Context: an optimization exercise on an open-source flow, tuned for small area. The choices shown serve that exercise and are no tape-out recipe.
Only simulation tests tie the RTL to the original design; equivalence was not proved.
Power and IR drop assume default switching activity.

$ cat flow/config.mk
export PLATFORM = sky130hd
export DESIGN_NAME = rfm70_dispatch
export DESIGN_NICKNAME = rfm70_dispatch
export VERILOG_FILES = /design/flow/design.v
export SDC_FILE = /design/flow/constraint.sdc
export NUM_CORES = 4
export LEC_CHECK = 0
export CAP_MARGIN = 20
export CORE_MARGIN = 2
export CORE_UTILIZATION = 40
export SLEW_MARGIN = 20
$ cat flow/constraint.sdc
create_clock -name core_clock -period 10.0 [get_ports {clk}]
set_input_delay 2.0000 -clock core_clock [delete_from_list [all_inputs] [get_ports {clk}]]
set_output_delay 2.0000 -clock core_clock [all_outputs]
set_load 0.01 [all_outputs]
$ cat flow/design.v
module rfm70_init_rom (
    input  wire [4:0] entry,
    input  wire [3:0] idx,
    output reg  [7:0] entry_la,
    output reg  [5:0] entry_width,
    output reg  [7:0] rom_byte
);
    always @(*) begin
        if (entry < 5'd14) begin
            entry_la    = 8'h80 + {3'd0, entry};
            entry_width = 6'd4;
        end else if (entry == 5'd14) begin
            entry_la    = 8'h8E;
            entry_width = 6'd11;
        end else begin
            entry_la    = 8'h84;
            entry_width = 6'd4;
        end
    end
    always @(*) begin
        case ({entry, idx})
{5'd0, 4'd0}: rom_byte = 8'h40;
            {5'd0, 4'd1}: rom_byte = 8'h4B;
            {5'd0, 4'd2}: rom_byte = 8'h01;
            {5'd0, 4'd3}: rom_byte = 8'hE2;
            {5'd1, 4'd0}: rom_byte = 8'hC0;
            {5'd1, 4'd1}: rom_byte = 8'h4B;
            {5'd2, 4'd0}: rom_byte = 8'hD0;
            {5'd2, 4'd1}: rom_byte = 8'hFC;
            {5'd2, 4'd2}: rom_byte = 8'h8C;
            {5'd2, 4'd3}: rom_byte = 8'h02;
            {5'd3, 4'd0}: rom_byte = 8'h99;
            {5'd3, 4'd2}: rom_byte = 8'h39;
            {5'd3, 4'd3}: rom_byte = 8'h41;
            {5'd4, 4'd0}: rom_byte = 8'hD9;
            {5'd4, 4'd1}: rom_byte = 8'h9E;
            {5'd4, 4'd2}: rom_byte = 8'h86;
            {5'd4, 4'd3}: rom_byte = 8'h0B;
            {5'd5, 4'd0}: rom_byte = 8'h24;
            {5'd5, 4'd1}: rom_byte = 8'h06;
            {5'd5, 4'd2}: rom_byte = 8'h7F;
            {5'd5, 4'd3}: rom_byte = 8'hA6;
            {5'd12, 4'd1}: rom_byte = 8'h73;
            {5'd12, 4'd2}: rom_byte = 8'h12;
            {5'd13, 4'd1}: rom_byte = 8'h80;
            {5'd13, 4'd2}: rom_byte = 8'hB4;
            {5'd13, 4'd3}: rom_byte = 8'h36;
            {5'd14, 4'd0}: rom_byte = 8'h41;
            {5'd14, 4'd1}: rom_byte = 8'h20;
            {5'd14, 4'd2}: rom_byte = 8'h08;
            {5'd14, 4'd3}: rom_byte = 8'h04;
            {5'd14, 4'd4}: rom_byte = 8'h81;
            {5'd14, 4'd5}: rom_byte = 8'h20;
            {5'd14, 4'd6}: rom_byte = 8'hCF;
            {5'd14, 4'd7}: rom_byte = 8'hF7;
            {5'd14, 4'd8}: rom_byte = 8'hFE;
            {5'd14, 4'd9}: rom_byte = 8'hFF;
            {5'd14, 4'd10}: rom_byte = 8'hFF;
            {5'd15, 4'd0}: rom_byte = 8'hDF;
            {5'd15, 4'd1}: rom_byte = 8'h9E;
            {5'd15, 4'd2}: rom_byte = 8'h86;
            {5'd15, 4'd3}: rom_byte = 8'h0B;
            {5'd16, 4'd0}: rom_byte = 8'hD9;
            {5'd16, 4'd1}: rom_byte = 8'h9E;
            {5'd16, 4'd2}: rom_byte = 8'h86;
            {5'd16, 4'd3}: rom_byte = 8'h0B;
            default: rom_byte = 8'h00;
        endcase
    end
endmodule
module rfm70_spi_xfer (
    input  wire        clk,
    input  wire        rst,
    input  wire [19:0] settle_cycles,
    input  wire        start,
    input  wire [7:0]  cmd,
    input  wire [5:0]  len,         
    input  wire        d2h,         
    output wire [5:0]  pl_idx,      
    input  wire [7:0]  pl_byte,     
    output reg         done,        
    output reg         fault,       
    output reg  [7:0]  status,      
    output reg         rx_we,       
    output reg  [4:0]  rx_idx,
    output reg  [7:0]  rx_byte,
    output reg         spi_cs_n,
    output reg         spi_sck,
    output wire        spi_mosi,
    input  wire        spi_miso,
    input  wire        spi_fault
);
    localparam X_IDLE   = 3'd0;
    localparam X_SETUP  = 3'd1;
    localparam X_SHIFT  = 3'd2;
    localparam X_HOLD   = 3'd3;
    localparam X_SETTLE = 3'd4;
    reg [2:0]  state;
    reg [1:0]  ph;         
    reg [2:0]  bitn;
    reg [5:0]  byten;      
    reg [5:0]  len_r;
    reg        d2h_r;
    reg [7:0]  shout;
    reg [7:0]  shin;
    reg [19:0] cnt;
    assign spi_mosi = shout[7];
    assign pl_idx   = byten;
    always @(posedge clk) begin
        done  <= 1'b0;
        rx_we <= 1'b0;
        if (rst) begin
            state    <= X_IDLE;
            spi_cs_n <= 1'b1;
            spi_sck  <= 1'b0;
            fault    <= 1'b0;
            ph       <= 2'd0;
            bitn     <= 3'd0;
            byten    <= 6'd0;
            cnt      <= 20'd0;
        end else begin
            case (state)
            X_IDLE: begin
                if (start) begin
                    spi_cs_n <= 1'b0;
                    shout    <= cmd;
                    len_r    <= len;
                    d2h_r    <= d2h;
                    byten    <= 6'd0;
                    bitn     <= 3'd0;
                    ph       <= 2'd0;
                    fault    <= 1'b0;
                    state    <= X_SETUP;
                end
            end
            X_SETUP: begin
                ph <= ph + 2'd1;
                if (ph == 2'd1) begin
                    ph    <= 2'd0;
                    state <= X_SHIFT;
                end
            end
            X_SHIFT: begin
                ph <= ph + 2'd1;
                if (ph == 2'd1) begin
                    spi_sck <= 1'b1;
                    shin    <= {shin[6:0], spi_miso};
                end
                if (ph == 2'd3) begin
                    spi_sck <= 1'b0;
                    if (bitn == 3'd7) begin
                        if (byten == 6'd0) begin
                            status <= shin;
                        end else if (d2h_r) begin
                            rx_we   <= 1'b1;
                            rx_idx  <= byten[4:0] - 5'd1;
                            rx_byte <= shin;
                        end
                        if (spi_fault) begin
                            fault <= 1'b1;
                            state <= X_HOLD;
                        end else if (byten == len_r) begin
                            state <= X_HOLD;
                        end else begin
                            byten <= byten + 6'd1;
                            bitn  <= 3'd0;
                            shout <= pl_byte;
                        end
                    end else begin
                        bitn  <= bitn + 3'd1;
                        shout <= {shout[6:0], 1'b0};
                    end
                end
            end
            X_HOLD: begin
                ph <= ph + 2'd1;
                if (ph == 2'd1) begin
                    spi_cs_n <= 1'b1;
                    cnt      <= 20'd0;
                    state    <= X_SETTLE;
                end
            end
            X_SETTLE: begin
                if (cnt == settle_cycles) begin
                    done  <= 1'b1;
                    state <= X_IDLE;
                end else begin
                    cnt <= cnt + 20'd1;
                end
            end
            default: state <= X_IDLE;
            endcase
        end
    end
endmodule
module rfm70_dispatch (
    input  wire        clk,
    input  wire        rst,
    input  wire [19:0] settle_cycles,
    input  wire        req_valid,
    output wire        req_ready,
    input  wire [3:0]  req_op,
    input  wire [7:0]  req_arg,
    input  wire [5:0]  req_len,
    output reg         rsp_valid,
    output reg  [1:0]  rsp_err,
    output reg         rsp_has_status,
    output reg  [7:0]  rsp_status,
    input  wire        buf_we,
    input  wire [4:0]  buf_addr,
    input  wire [7:0]  buf_wdata,
    output wire [7:0]  buf_rdata,
    output wire        spi_cs_n,
    output wire        spi_sck,
    output wire        spi_mosi,
    input  wire        spi_miso,
    input  wire        spi_fault,
    output reg         ce
);
    localparam OP_RREG   = 4'd0;
    localparam OP_WREG   = 4'd1;
    localparam OP_RRXPL  = 4'd2;
    localparam OP_WTXPL  = 4'd3;
    localparam OP_WTXNA  = 4'd4;
    localparam OP_WACK   = 4'd5;
    localparam OP_FLTX   = 4'd6;
    localparam OP_FLRX   = 4'd7;
    localparam OP_REUSE  = 4'd8;
    localparam OP_ACT    = 4'd9;
    localparam OP_RPLW   = 4'd10;
    localparam OP_NOP    = 4'd11;
    localparam OP_MODE   = 4'd12;
    localparam OP_SETPWR = 4'd13;
    localparam OP_INIT   = 4'd14;
    localparam E_OK        = 2'd0;
    localparam E_INVALID   = 2'd1;
    localparam E_TOO_LARGE = 2'd2;
    localparam E_TRANSPORT = 2'd3;
    localparam M_PD = 2'd0;
    localparam M_SB = 2'd1;
    localparam M_RX = 2'd2;
    localparam M_TX = 2'd3;
    localparam SRC_BUF  = 2'd0;
    localparam SRC_BYTE = 2'd1;
    localparam SRC_ROM  = 2'd2;
    localparam DST_BUF  = 1'b0;
    localparam DST_TMP  = 1'b1;
    localparam K_MAIN    = 2'd0;
    localparam K_RESOLVE = 2'd1;
    localparam K_TOGGLE  = 2'd2;
    localparam S_IDLE  = 3'd0;
    localparam S_CHECK = 3'd1;
    localparam S_STEP  = 3'd2;
    localparam S_BANK  = 3'd3;
    localparam S_XFER  = 3'd4;
    localparam S_RESP  = 3'd5;
    localparam CONFIG_ADDR   = 8'h00;
    localparam RF_SETUP_ADDR = 8'h06;
    localparam STATUS_ADDR   = 8'h07;
    localparam PWR_UP        = 8'h02;
    localparam PRIM_RX       = 8'h01;
    localparam TOGGLE        = 8'h53;
    localparam POWER_LEVELS  = 8'd4;
    reg [2:0]  state;
    reg [2:0]  step;
    reg [4:0]  entry;
    reg [3:0]  op_r;
    reg [7:0]  arg_r;
    reg [5:0]  len_r;
    reg        bank_known;
    reg        bank;
    reg [7:0]  ra_la;
    reg        ra_write;
    reg [5:0]  ra_len;
    reg        x_start;
    reg [7:0]  x_cmd;
    reg [5:0]  x_len;
    reg        x_d2h;
    reg [1:0]  x_src;
    reg        x_dst;
    reg [7:0]  x_byte;
    reg [1:0]  x_kind;
    reg [7:0]  tmp;           
    reg [7:0]  resolve_byte;  
    reg [7:0]  last_status;
    reg [7:0]  buf_mem [0:31];
    wire [5:0] pl_idx;
    wire       x_done;
    wire       x_fault;
    wire [7:0] x_status;
    wire       rx_we;
    wire [4:0] rx_idx;
    wire [7:0] rx_byte;
    wire [7:0] rom_la;
    wire [5:0] rom_width;
    wire [7:0] rom_byte;
    assign req_ready = (state == S_IDLE);
    assign buf_rdata = buf_mem[buf_addr];
    rfm70_init_rom u_rom (
        .entry       (entry),
        .idx         (pl_idx[3:0]),
        .entry_la    (rom_la),
        .entry_width (rom_width),
        .rom_byte    (rom_byte)
    );
    reg [7:0] pl_byte;
    always @(*) begin
        if (x_kind == K_TOGGLE)
            pl_byte = TOGGLE;
        else case (x_src)
            SRC_BUF:  pl_byte = buf_mem[pl_idx[4:0]];
            SRC_BYTE: pl_byte = x_byte;
            default:  pl_byte = rom_byte;
        endcase
    end
    rfm70_spi_xfer u_xfer (
        .clk           (clk),
        .rst           (rst),
        .settle_cycles (settle_cycles),
        .start         (x_start),
        .cmd           (x_cmd),
        .len           (x_len),
        .d2h           (x_d2h),
        .pl_idx        (pl_idx),
        .pl_byte       (pl_byte),
        .done          (x_done),
        .fault         (x_fault),
        .status        (x_status),
        .rx_we         (rx_we),
        .rx_idx        (rx_idx),
        .rx_byte       (rx_byte),
        .spi_cs_n      (spi_cs_n),
        .spi_sck       (spi_sck),
        .spi_mosi      (spi_mosi),
        .spi_miso      (spi_miso),
        .spi_fault     (spi_fault)
    );
    function [5:0] reg_width(input [7:0] la);
        begin
            if (la[7])
                reg_width = (la[4:0] == 5'h0E) ? 6'd11 : 6'd4;
            else if (la[4:0] == 5'h0A || la[4:0] == 5'h0B || la[4:0] == 5'h10)
                reg_width = 6'd5;
            else
                reg_width = 6'd1;
        end
    endfunction
    function la_defined(input [7:0] la);
        begin
            if (la[6:5] != 2'b00)
                la_defined = 1'b0;
            else if (la[7])
                la_defined = (la[4:0] <= 5'h0E);
            else
                la_defined = (la[4:0] <= 5'h1D);
        end
    endfunction
    reg [1:0] check_err;
    always @(*) begin
        check_err = E_OK;
        case (op_r)
            OP_RREG, OP_WREG: begin
                if (!la_defined(arg_r))
                    check_err = E_INVALID;
                else if (len_r == 6'd0)
                    check_err = E_INVALID;
                else if (len_r > reg_width(arg_r))
                    check_err = E_TOO_LARGE;
            end
            OP_RRXPL, OP_WTXPL, OP_WTXNA, OP_WACK: begin
                if (op_r == OP_WACK && arg_r > 8'd5)
                    check_err = E_INVALID;
                else if (len_r == 6'd0)
                    check_err = E_INVALID;
                else if (len_r > 6'd32)
                    check_err = E_TOO_LARGE;
            end
            OP_FLTX, OP_FLRX, OP_REUSE, OP_ACT, OP_RPLW, OP_NOP,
            OP_MODE, OP_SETPWR, OP_INIT:
                check_err = E_OK;
            default:
                check_err = E_INVALID;
        endcase
    end
    reg [7:0] rmw_value;
    always @(*) begin
        if (op_r == OP_SETPWR)
            rmw_value = (tmp & ~8'h06) | {5'd0, arg_r[1:0], 1'b0};
        else if (step == 3'd1)                      
            rmw_value = tmp;
        else begin
            case (arg_r[1:0])
                M_PD:    rmw_value = tmp & ~PWR_UP;
                M_SB:    rmw_value = tmp | PWR_UP;
                M_RX:    rmw_value = tmp | PWR_UP | PRIM_RX;
                default: rmw_value = (tmp & PWR_UP) & ~PRIM_RX;
            endcase
        end
    end
    always @(posedge clk) begin
        x_start   <= 1'b0;
        rsp_valid <= 1'b0;
        if (buf_we)
            buf_mem[buf_addr] <= buf_wdata;
        if (rx_we && x_kind == K_RESOLVE)
            resolve_byte <= rx_byte;
        else if (rx_we && x_dst == DST_BUF)
            buf_mem[rx_idx] <= rx_byte;
        else if (rx_we && x_dst == DST_TMP)
            tmp <= rx_byte;
        if (rst) begin
            state          <= S_IDLE;
            bank_known     <= 1'b0;
            bank           <= 1'b0;
            ce             <= 1'b0;
            rsp_err        <= E_OK;
            rsp_has_status <= 1'b0;
            rsp_status     <= 8'h00;
            step           <= 3'd0;
            entry          <= 5'd0;
        end else begin
            case (state)
            S_IDLE: begin
                if (req_valid) begin
                    op_r  <= req_op;
                    arg_r <= req_arg;
                    len_r <= req_len;
                    state <= S_CHECK;
                end
            end
            S_CHECK: begin
                entry <= 5'd0;
                if (op_r == OP_MODE && arg_r[1:0] != M_RX)
                    step <= 3'd2;
                else
                    step <= 3'd0;
                if (check_err != E_OK) begin
                    rsp_err        <= check_err;
                    rsp_has_status <= 1'b0;
                    state          <= S_RESP;
                end else begin
                    state <= S_STEP;
                end
            end
            S_STEP: begin
                case (op_r)
                OP_RREG, OP_WREG: begin
                    if (step == 3'd0) begin
                        ra_la    <= arg_r;
                        ra_write <= (op_r == OP_WREG);
                        ra_len   <= len_r;
                        x_src    <= SRC_BUF;
                        x_dst    <= DST_BUF;
                        state    <= S_BANK;
                    end else begin
                        rsp_err        <= E_OK;
                        rsp_has_status <= 1'b1;
                        rsp_status     <= last_status;
                        state          <= S_RESP;
                    end
                end
                OP_MODE: begin
                    case (step)
                    3'd0: begin                          
                        ra_la    <= STATUS_ADDR;
                        ra_write <= 1'b0;
                        ra_len   <= 6'd1;
                        x_dst    <= DST_TMP;
                        state    <= S_BANK;
                    end
                    3'd1: begin                          
                        ra_la    <= STATUS_ADDR;
                        ra_write <= 1'b1;
                        ra_len   <= 6'd1;
                        x_src    <= SRC_BYTE;
                        x_byte   <= rmw_value;
                        state    <= S_BANK;
                    end
                    3'd2: begin
                        ce   <= 1'b0;
                        step <= 3'd3;
                    end
                    3'd3: begin                          
                        ra_la    <= CONFIG_ADDR;
                        ra_write <= 1'b0;
                        ra_len   <= 6'd1;
                        x_dst    <= DST_TMP;
                        state    <= S_BANK;
                    end
                    3'd4: begin                          
                        ra_la    <= CONFIG_ADDR;
                        ra_write <= 1'b1;
                        ra_len   <= 6'd1;
                        x_src    <= SRC_BYTE;
                        x_byte   <= rmw_value;
                        state    <= S_BANK;
                    end
                    3'd5: begin
                        if (arg_r[1:0] == M_RX || arg_r[1:0] == M_TX)
                            ce <= 1'b1;
                        step <= 3'd6;
                    end
                    default: begin
                        rsp_err        <= E_OK;
                        rsp_has_status <= 1'b1;
                        rsp_status     <= last_status;
                        state          <= S_RESP;
                    end
                    endcase
                end
                OP_SETPWR: begin
                    if (arg_r >= POWER_LEVELS || step == 3'd2) begin
                        rsp_err        <= E_OK;
                        rsp_has_status <= (step == 3'd2);
                        rsp_status     <= last_status;
                        state          <= S_RESP;
                    end else if (step == 3'd0) begin     
                        ra_la    <= RF_SETUP_ADDR;
                        ra_write <= 1'b0;
                        ra_len   <= 6'd1;
                        x_dst    <= DST_TMP;
                        state    <= S_BANK;
                    end else begin                       
                        ra_la    <= RF_SETUP_ADDR;
                        ra_write <= 1'b1;
                        ra_len   <= 6'd1;
                        x_src    <= SRC_BYTE;
                        x_byte   <= rmw_value;
                        state    <= S_BANK;
                    end
                end
                OP_INIT: begin
                    if (step == 3'd0) begin
                        ra_la    <= rom_la;
                        ra_write <= 1'b1;
                        ra_len   <= rom_width;
                        x_src    <= SRC_ROM;
                        state    <= S_BANK;
                    end else begin
                        rsp_err        <= E_OK;
                        rsp_has_status <= 1'b1;
                        rsp_status     <= last_status;
                        state          <= S_RESP;
                    end
                end
                default: begin                           
                    if (step == 3'd0) begin
                        x_kind  <= K_MAIN;
                        x_start <= 1'b1;
                        x_src   <= SRC_BUF;
                        x_dst   <= DST_BUF;
                        x_len   <= 6'd0;
                        x_d2h   <= 1'b0;
                        case (op_r)
                            OP_RRXPL: begin x_cmd <= 8'h61; x_len <= len_r; x_d2h <= 1'b1; end
                            OP_WTXPL: begin x_cmd <= 8'hA0; x_len <= len_r; end
                            OP_WTXNA: begin x_cmd <= 8'hB0; x_len <= len_r; end
                            OP_WACK:  begin x_cmd <= 8'hA8 | {5'd0, arg_r[2:0]}; x_len <= len_r; end
                            OP_FLTX:  x_cmd <= 8'hE1;
                            OP_FLRX:  x_cmd <= 8'hE2;
                            OP_REUSE: x_cmd <= 8'hE3;
                            OP_ACT:   begin x_cmd <= 8'h50; x_len <= 6'd1; x_src <= SRC_BYTE; x_byte <= arg_r; end
                            OP_RPLW:  begin x_cmd <= 8'h60; x_len <= 6'd1; x_d2h <= 1'b1; end
                            default:  x_cmd <= 8'hFF;
                        endcase
                        state <= S_XFER;
                    end else begin
                        rsp_err        <= E_OK;
                        rsp_has_status <= 1'b1;
                        rsp_status     <= last_status;
                        state          <= S_RESP;
                    end
                end
                endcase
            end
            S_BANK: begin
                x_start <= 1'b1;
                state   <= S_XFER;
                if (!bank_known) begin
                    x_kind <= K_RESOLVE;
                    x_cmd  <= 8'h00 | STATUS_ADDR;
                    x_len  <= 6'd1;
                    x_d2h  <= 1'b1;
                end else if (bank != ra_la[7]) begin
                    x_kind <= K_TOGGLE;
                    x_cmd  <= 8'h50;
                    x_len  <= 6'd1;
                    x_d2h  <= 1'b0;
                end else begin
                    x_kind <= K_MAIN;
                    x_cmd  <= (ra_write ? 8'h20 : 8'h00) | {3'd0, ra_la[4:0]};
                    x_len  <= ra_len;
                    x_d2h  <= !ra_write;
                end
            end
            S_XFER: begin
                if (x_done) begin
                    if (x_fault) begin
                        rsp_err        <= E_TRANSPORT;
                        rsp_has_status <= 1'b0;
                        state          <= S_RESP;
                    end else begin
                        case (x_kind)
                        K_RESOLVE: begin
                            bank_known <= 1'b1;
                            bank       <= resolve_byte[7];
                            state      <= S_BANK;
                        end
                        K_TOGGLE: begin
                            bank  <= ra_la[7];
                            state <= S_BANK;
                        end
                        default: begin
                            last_status <= x_status;
                            state       <= S_STEP;
                            if (op_r == OP_INIT && entry != 5'd16)
                                entry <= entry + 5'd1;
                            else
                                step <= step + 3'd1;
                        end
                        endcase
                    end
                end
            end
            S_RESP: begin
                rsp_valid <= 1'b1;
                state     <= S_IDLE;
            end
            default: state <= S_IDLE;
            endcase
        end
    end
endmodule
$ cat flow/run.sh
#!/bin/bash
# synth_recipe.tcl (not shown) runs the flow's synth.tcl, then flattens the netlist and writes it again
# the make line also repeats each setting of config.mk as NAME=value (left out here)
make -C /OpenROAD-flow-scripts/flow DESIGN_CONFIG=/design/flow/config.mk WORK_HOME=/design/flow/orfs CLKGATE_MAP_FILE= SYNTH_SCRIPT=/design/flow/synth_recipe.tcl finish
==> out/metrics.cfg <==
[status]
status=complete, no violations

[critical_path]
cpMostUsedCell=clkdlybuf4s50_1
cp.required_ns=8.00
end_kind=output port
critPathArrivalTime_ns=4.85
crit_path_max_fanout=14
crit_start=buf_addr[3]
crit_end=buf_rdata[2]
worstSetupPathType=input port to output port
r2r_setup_slack_ns=6.50
timing.rr.end=u_xfer.shout[4]
max_stage_delay_ns=0.96
cp-start-kind=input port
crit_chain=clkdlybuf4s50_1 > nor3b_1 > a22oi_1 > nand4_1 > clkdlybuf4s50_1
ff2ff_path_depth=7
cpMaxStageDelayCell=nor3b_1

[layout]
multiInputGateArea_um2=11800
final_util_pct=45.0
final_cells=2855
fillers=5751
finish.instance_area_um2=28300
layout.nets=2057
ff_latch_area_um2=12700
syn_to_final_growth_pct=11.7
num_antenna_cells=0
drive_gt1_share_pct=26.6

[routing]
vias_per_cell=6.33
num_vias=18100
wire_per_inst_um=29.2
ant_nets=0
drt-total-wl_mm=83.2
drt_iter0_drc=2254
drc=0
first_pass_iters=5

[timing]
fmax_mhz=146
tns_ns=0
finalCritPeriodShare_pct=68.5
period_minus_slack_ns=6.85
rsz0062_at_grt=no
hold_viol=0
setup_slack_ns=3.15
hold_ws_ns=0.417
setup_violations=0
worstMarginPinSlew_ns=1.13
fin_skew_ns=0.0312
slew_headroom_pct=24.5
drv_slew=0

[clock_tree]
cts_resized=0
clockBufferDepth=3
clk_pin_slew_worst_paths_ns=0.06
root_buffer=clkbuf_16
postCtsHoldBufs=0
post-cts-setup-buffer-count=0
cts_tree=done
clock_sinks=447
clock_latency_ns=0.62
cts_htree_levels=2
cts_made_buffers=50

[logic_synthesis]
synth_area_um2=25300
yosys.area_share.simple_pct=10.0
synth_fa_ha_area_share_pct=1.53
synth_compound_area_share_pct=9.32
ys_types=86
syn_area_per_cell_um2=12.8
muxShareOfSynthArea_pct=24.2
yosys.area.top_type=edfxtp_1
synth-edff-count=376
synth_async_sr_flop_share_pct=0
synth_xor_xnor_area_share_pct=1.45
synth_area_leaders=edfxtp_1 (45%), mux2_2 (12%), mux4_2 (9.8%), dfxtp_1 (5.6%), mux2i_1 (2.6%)
seq_area_frac_synth_pct=50.2
synth_top_family_by_area=multiplexers
synth_seq_cells=447
yosys_warnings=3
syn_inst=1971
synthesis.nets=2059
ys.flop_type=edfxtp_1
synth.top_cell.area_share_pct=44.6

[job]
max-cap-violations=0

[place]
port_buffers=81
placedCellCount=2763
globalplace.congestion=0.969
placed_cell_area_um2=26700
pre_cts_slack_ns=3.09
dp_hpwl_mm=56.9

[die]
dieArea_um2=65300
rows=92
die_h_um=256
die_w_um=256
core_um2=62900
pin_count=82
initial_core_util_pct=40.3

[min_path]
holdPathStages=0
hp-class=flop to flop

[pwr]
power_mw=4.25
ir_drop_mv=0.116
p_leak_nw=8.88
power.density_nw_per_um2=151

[grt]
grt_pass1_vias=17600
grtUsageTotal_pct=25.0
grt_max_degree=69
grt_first_pass_wirelength_mm=122
antenna_found_initial=2
grt-ovfl-total=0

-- flip-flops by register name, indices dropped and copies added (netlist names), 6 cells and up, named ones only --
name and cells:
arg_r 8, tmp 8, last_status 8, u_xfer.byten 6, u_xfer.len_r 6, x_len 6
rsp_status 8, u_xfer.rx_byte 8, x_cmd 8, u_xfer.cnt 20, u_xfer.shout 8, ra_len 6
buf_mem 256, u_xfer.shin 8, u_xfer.status 8, ra_la 6, x_byte 8, len_r 6
-- cells by family after synthesis --
kind of cell | after synthesis
buffers and inverters | 196
DFF | 447
muxes | 440
AOI/OAI and AO/OA | 354
and+or+nand+nor | 461
adders and majority gates | 31
xor gates and xnor gates | 42
-- cell usage after synthesis, types with 16 or more instances --
cell type,number
o22ai_1,23
a21oi_1,74
xor2_1,33
nor2b_1,27
a211oi_1,18
buf_2,19
clkbuf_1,113
mux2i_1,65
nor2_1,89
mux4_2,110
o21ai_0,74
nor3b_1,16
nand2_1,91
nand4_1,23
nor3_1,31
nand3_1,29
dfxtp_1,71
a22oi_1,43
inv_1,34
or3_1,25
nand2b_1,16
ha_1,31
edfxtp_1,376
buf_1,16
mux2_2,265
-- area by class of cell --
class | count | share of cell area [%]
clock buffers | 64 | 4.65
clock inverters | 28 | 0.965
inverters | 34 | 0.452
multi-input cells | 1328 | 41.8
flip-flops and latches | 447 | 45.0
well taps | 846 | 3.75
repair buffers | 108 | 3.40
-- worst min path at each step --
stage / end / start / slack [ns]
after floorplan: last_status[0] / u_xfer.status[0] / 0.40
after global placement: u_xfer.len_r[0] / x_len[0] / 0.41
after detailed placement: last_status[0] / u_xfer.status[0] / 0.40
after CTS: last_status[0] / u_xfer.status[0] / 0.42
after global routing: last_status[6] / u_xfer.status[6] / 0.43
final: last_status[0] / u_xfer.status[0] / 0.42
-- cells in the final DEF (no fill, tap or decap), types with 9 or more instances in the layout --
cell type / instances
edfxtp_1: 376
mux2_2: 265
mux4_2: 110
nand2_1: 91
nor2_1: 89
a21oi_1: 74
clkdlybuf4s50_1: 70
dfxtp_1: 69
mux2i_1: 65
o21ai_0: 60
clkbuf_16: 50
a22oi_1: 43
inv_1: 34
xor2_1: 33
ha_1: 31
nand3_1: 29
nor3_1: 29
buf_4: 28
nor2b_1: 27
or3_1: 25
nand4_1: 23
o22ai_1: 23
a211oi_1: 17
nand2b_1: 16
and2_1: 15
nor3b_1: 15
nand3b_1: 14
a22o_1: 14
o21ai_1: 14
nor4_1: 13
clkbuf_1: 13
o31ai_1: 12
a31oi_1: 11
clkinv_2: 10
buf_2: 10
o211ai_1: 9
xnor2_1: 9
-- power breakdown --
part           internal, mW  switching [mW]  total [mW]
Sequential             2.04          0.0376        2.08
Combinational         0.161           0.190       0.351
Clock                  1.04           0.785        1.82
-- worst max-delay path: cells and delay by family --
| family | cells | cell delay [ns] |
|---|---|---|
| buffers and inverters | 2 | 1.31 |
| and+or+nand+nor | 2 | 1.23 |
| AOI/OAI and AO/OA | 1 | 0.30 |
-- metal layers --
| layer | routed length, µm | up-vias | track usage [%] |
|---|---|---|---|
| met3 | 7590 | 162 | 5.34 |
| met1 | 34700 | 9226 | 34.8 |
| met2 | 37700 | 974 | 38.4 |
| met5 | 12 | - | 0 |
| li1 | - | 7721 | - |
| met4 | 3200 | 2 | 9.23 |

port drivers added, routing unchanged:
How much do the figures lean on ideal ports? The routed layout below was timed once more, with nothing changed but the port constraints. Step 1: set_driving_cell puts a clkbuf_16 on clk and a buf_2 on each other input, an assumption about the parent block. Step 2 adds t to the input delays and takes it off the output delays; t is the mean of the earliest and latest rising clock arrival at the registers after step 1. Input paths then give back, and output paths get back, about the clock's delay inside the block. Slacks: ideal ports / drivers / drivers and shift; pairs: ideal ports / drivers.
t (ns): 0.671
setup WS [ns]: 3.152 / 3.108 / 3.108
worst register clock-pin slew, ns: 0.07 / 0.07
worst slew at a driven data input, ns: 0.06
After both steps this run still meets setup and hold. For this run, drivers alone change the setup slack by -0.044 ns; drivers and shift together by -0.044 ns.
